What follows belongs to an exercise in optimizing a design on an open flow for small area, a short achievable clock period and few clock cycles; a production flow would make more cautious choices. RTL that was checked went through simulation tests only; none was proved equivalent to the original.

## gcx_enc
module gcx_enc (
    input  wire        clk,
    input  wire        rst,         
    input  wire        in_valid,
    output wire        in_ready,
    input  wire [15:0] in_data,
    input  wire        in_key,
    input  wire        in_last,
    output wire        out_valid,
    input  wire        out_ready,
    output wire [31:0] out_data,
    output wire        out_last,
    output wire        done,
    output wire [31:0] hash,
    output wire [31:0] lcg
);
For scale: roughly 2,300 cells after synthesis, roughly 110 flip-flops, ~120 I/O pins.
make LEC_CHECK=0 ABC_AREA=1 CAP_MARGIN=50 CORE_MARGIN=2 CORE_UTILIZATION=40 SLEW_MARGIN=60 finish   # period 36.0 ns
run.sh (not shown) runs the stock make flow with config.mk's settings and CLKGATE_MAP_FILE= SYNTH_SCRIPT=/design/flow/synth_recipe.tcl, a recipe that flattens the netlist after the stock synthesis.
Testbench counts at the start, summed over its fixed seeds: cycles 13,046.
==> next run, changes <==
--- a/flow/design.v
+++ b/flow/design.v
@@ -178,21 +178,22 @@
     reg  [2:0]  qY;          
     reg         conv;        
     reg         np;          
     reg  [13:0] sbuf;        
     reg  [2:0]  L;           
     reg         inpay;       
     reg         lastin;      
     reg         rdy;
     reg         ov;          
     reg  [5:0]  ocs;         
-    reg  [1:0]  oc;          
+    reg         oc1, oc3;    
+    reg  [3:0]  ob;          
     reg         olast;
     reg         dn;
     wire fire  = in_valid & rdy;
     wire fkey  = fire & in_key;
     wire fbyte = fire & ~in_key;
     wire adv   = ~ov | out_ready;
     wire [11:0] a1_0 = t1_0(Y[3:0]);
     wire [11:0] a1_1 = t1_1(Y[7:4]);
     wire [11:0] a1_2 = t1_2(Y[11:8]);
     wire [11:0] a1_3 = t1_3(Y[14:12]);
@@ -1078,20 +1079,22 @@
     wire hm_153 = hm_135 ? hm_138 : hm_50;
     wire hm_154 = hm_135 ? hm_140 : hm_52;
     wire hm_155 = hm_135 ? hm_142 : hm_54;
     wire hm_156 = hm_135 ? hm_144 : hm_56;
     wire hm_157 = hm_135 ? hm_146 : hm_58;
     wire hm_158 = hm_135 ? hm_148 : hm_60;
     wire hm_159 = hm_135 ? hm_150 : hm_62;
     wire hm_160 = hm_135 ? hm_151 : 1'b0;
     wire [31:0] hn = {hm_159, hm_158, hm_157, hm_156, hm_155, hm_154, hm_153, hm_152, hm_134, hm_133, hm_132, hm_131, hm_130, hm_129, hm_128, hm_127, hm_109, hm_108, hm_107, hm_106, hm_105, hm_104, hm_103, hm_102, hm_68, hm_66, hm_64, hm_36, hm_32, hm_28, hm_24, hm_0};
     wire [5:0] cs = qv[21:16] ^ {k1, k2, k3};
+    wire [7:0] q1b = e1({cs[5:2], c == 2'd1});
+    wire [7:0] q2b = e2({c, cs[3:0]});
     always @(posedge clk) begin
         if (fkey) begin
             u  <= in_data;
             uf <= hfirst;
         end
         ul <= uln;
         if (upd)
             h <= uf ? {16'd0, u} : hn;    
         if (conv | np) begin
             Y[11:0] <= np ? h[17:6] : sc[17:6];
@@ -1099,21 +1102,23 @@
         end else if (seedp) begin
             Y <= seedY;
             zw <= w0(h[5:0]);
         end else if (beat) begin
             Y  <= (c == 2'd3) ? y3 : (c == 2'd2) ? y2 : y1;
             zw <= (c == 2'd3) ? w3 : (c == 2'd2) ? w2 : w1;
             qY <= (c == 2'd3) ? n3 : (c == 2'd2) ? n2 : n1;
         end
         if (adv) begin
             ocs   <= cs;
-            oc    <= c;
+            oc1   <= (c == 2'd1);
+            oc3   <= (c == 2'd3);
+            ob    <= {q2b[2:1], q1b[1:0]};
             olast <= lastin & ~L[2];
         end
         if (rst) begin
             hfirst <= 1'b1;
             sbuf   <= 14'd0;
             L      <= 3'd0;
             inpay  <= 1'b0;
             lastin <= 1'b0;
             np     <= 1'b0;
             uv     <= 1'b0;
@@ -1130,19 +1135,21 @@
             L      <= Ln[2:0];
             inpay  <= seedp | (inpay & ~conv);
             lastin <= lastn;
             np     <= npn;
             rdy    <= ~((uvn & uln) | npn) & (dnn | (lastn ? ~uvn : (Ln <= 4'd3)));
             ov     <= beat | (ov & ~out_ready);
             dn     <= dnn;
             conv   <= beat & lastin & ~L[2];
         end
     end
-    assign out_data  = {e3({oc == 2'd3, ocs[1:0]}), e2({oc, ocs[3:0]}),
-                        e1({ocs[5:2], oc == 2'd1}), e0(ocs[5:4])};
+    wire [7:0] oq2 = e2({~oc1, oc1 | oc3, ocs[3:0]});
+    wire [7:0] oq1 = e1({ocs[5:2], oc1});
+    assign out_data  = {e3({oc3, ocs[1:0]}), oq2[7:3], ob[3:2], oq2[0],
+                        oq1[7:2], ob[1:0], e0(ocs[5:4])};
     assign out_valid = ov;
     assign out_last  = olast;
     assign in_ready  = rdy;
     assign done      = dn;
     assign hash      = h;
     assign lcg       = {h[31:18] & {14{np}}, Y[11:0], zw};
 endmodule
The changed run produced a clean layout.
Critical path depth goes down by 1.
Clock skew is about the same.
Routed wire length is about the same.
Via count went up by 1.7%.
Die area is higher by 0.89%.
Final cell count grows by 1.9%.
For the second run of this note, only the layout was checked, not whether the RTL still works.

========
== branch onyx ==
Another version of the RTL of gcx_enc (not shown whole).
Size: ~120 flip-flops, about 120 I/O pins.
export LEC_CHECK = 0
export ABC_AREA = 1
export CAP_MARGIN = 50
export CORE_MARGIN = 2
export CORE_UTILIZATION = 40
export SLEW_MARGIN = 60
create_clock -name core_clock -period 36.0 [get_ports {clk}]
Testbench counts of branch onyx, summed over its fixed seeds: cycles 13,046.
#### Input delta (branch umber over branch onyx)
--- a/flow/design.v
+++ b/flow/design.v
@@ -855,15 +855,15 @@
     wire cx_26 = Y[13] ^ cva[13] ^ cvb[13];
     wire cx_27 = (Y[13] & cva[13]) | (Y[13] & cvb[13]) | (cva[13] & cvb[13]);
     wire cx_28 = Y[14] ^ cva[14] ^ cvb[14];
     wire cx_29 = (Y[14] & cva[14]) | (Y[14] & cvb[14]) | (cva[14] & cvb[14]);
     wire [17:0] cx0 = {cva[17], cva[16], cx_29, cx_27, cx_25, cx_23, cx_21, cx_19, cx_17, cx_15, cx_13, cx_11, cx_9, cx_7, cx_5, cx_3, cx_1, cx_0};
     wire [17:0] cx1 = {1'b0, 1'b0, cva[15], cx_28, cx_26, cx_24, cx_22, cx_20, cx_18, cx_16, cx_14, cx_12, cx_10, cx_8, cx_6, cx_4, cx_2, 1'b0};
     wire [17:0] sc = cx0 + cx1;
-    wire [21:0] qv = {sbuf, 8'd0} | ({in_data[7:0], 14'd0} >> {L[1:0], 1'b0});
+    wire [21:0] qv = {sbuf, 8'd0} | ({in_data[7:0] & {8{~L[2]}}, 14'd0} >> {L[1:0], 1'b0});
     wire [21:0] qe = fbyte ? qv : {sbuf, 8'd0};
     wire [3:0]  T  = {1'b0, L} + (fbyte ? 4'd4 : 4'd0);
     wire        full = L[2] | (L[1] & L[0]);
     wire [1:0]  c    = (lastin & ~full) ? L[1:0] : 2'd3;
     wire        beat = adv & inpay & (full | fbyte | (lastin & (L != 3'd0)));
     wire [3:0]  Ln   = beat ? T - {2'd0, c} : T;
     wire        lastn = (fbyte & in_last) | (lastin & ~dn);
@@ -1031,15 +1031,15 @@
     wire hm_155 = hm_135 ? hm_142 : hm_54;
     wire hm_156 = hm_135 ? hm_144 : hm_56;
     wire hm_157 = hm_135 ? hm_146 : hm_58;
     wire hm_158 = hm_135 ? hm_148 : hm_60;
     wire hm_159 = hm_135 ? hm_150 : hm_62;
     wire hm_160 = hm_135 ? hm_151 : 1'b0;
     wire [31:0] hn = {hm_159, hm_158, hm_157, hm_156, hm_155, hm_154, hm_153, hm_152, hm_134, hm_133, hm_132, hm_131, hm_130, hm_129, hm_128, hm_127, hm_109, hm_108, hm_107, hm_106, hm_105, hm_104, hm_103, hm_102, hm_68, hm_66, hm_64, hm_36, hm_32, hm_28, hm_24, hm_0};
-    wire [5:0] cs = qe[21:16] ^ {k1, k2, k3};
+    wire [5:0] cs = qv[21:16] ^ {k1, k2, k3};
     wire [7:0] q0 = e0(cs[5:4]);
     wire [7:0] q1 = e1({cs[5:2], c == 2'd1});
     wire [7:0] q2 = e2({c, cs[3:0]});
     wire [7:0] q3 = e3({c == 2'd3, cs[1:0]});
     always @(posedge clk) begin
         if (fkey) begin
             u  <= in_data;
--- outcome ---
In the flow results for branch onyx and branch umber, the DRC violation total after the first TritonRoute iteration is larger on branch umber. Cmp branch onyx and branch umber / critical path data required time / lower: branch onyx. Per the comparison of branch umber with branch onyx, wire length now larger; post-route clock skew now larger; routed length on met3 now larger; post-layout net count now larger. Final-layout clock buffer total was higher in branch onyx than in branch umber. Average footprint of a synthesized cell | branch umber below branch onyx.
No functional check of the RTL was part of branch umber.

[what the ideal ports hide]
In the flow no input, the clock included, has a driving cell. The finished layouts below were timed again as built, in two steps.
Step 1 (the two cells are an assumption about what drives the block):
set clk [get_ports {clk}]
set_driving_cell -lib_cell sky130_fd_sc_hd__clkbuf_16 $clk
set_driving_cell -lib_cell sky130_fd_sc_hd__buf_2 [delete_from_list [all_inputs] $clk]
Step 2 moves the port delays by t, midway between the first and last clock arrival at a register: inputs arrive t later, outputs are due t later. That takes back most of the time a late clock gives input paths.
Slacks: ideal ports / drivers / drivers and shift; pairs: ideal ports / drivers.
run | t, ns | setup slack, ns | latest minus earliest clock arrival (ns)
the first run of note 1 | 0.414 | 26.616 / 26.568 / 26.328 | 0.011 / 0.011
the second run of note 1 | 0.487 | 26.797 / 26.746 / 26.370 | 0.010 / 0.010
branch onyx | 0.483 | 26.841 / 26.868 / 26.385 | 0.008 / 0.008
branch umber | 0.474 | 26.762 / 26.787 / 26.313 | 0.018 / 0.018
After both steps every run listed still meets setup and hold. For branch onyx, which loses most, drivers alone change the setup slack by +0.027 ns; drivers and shift together by -0.456 ns.
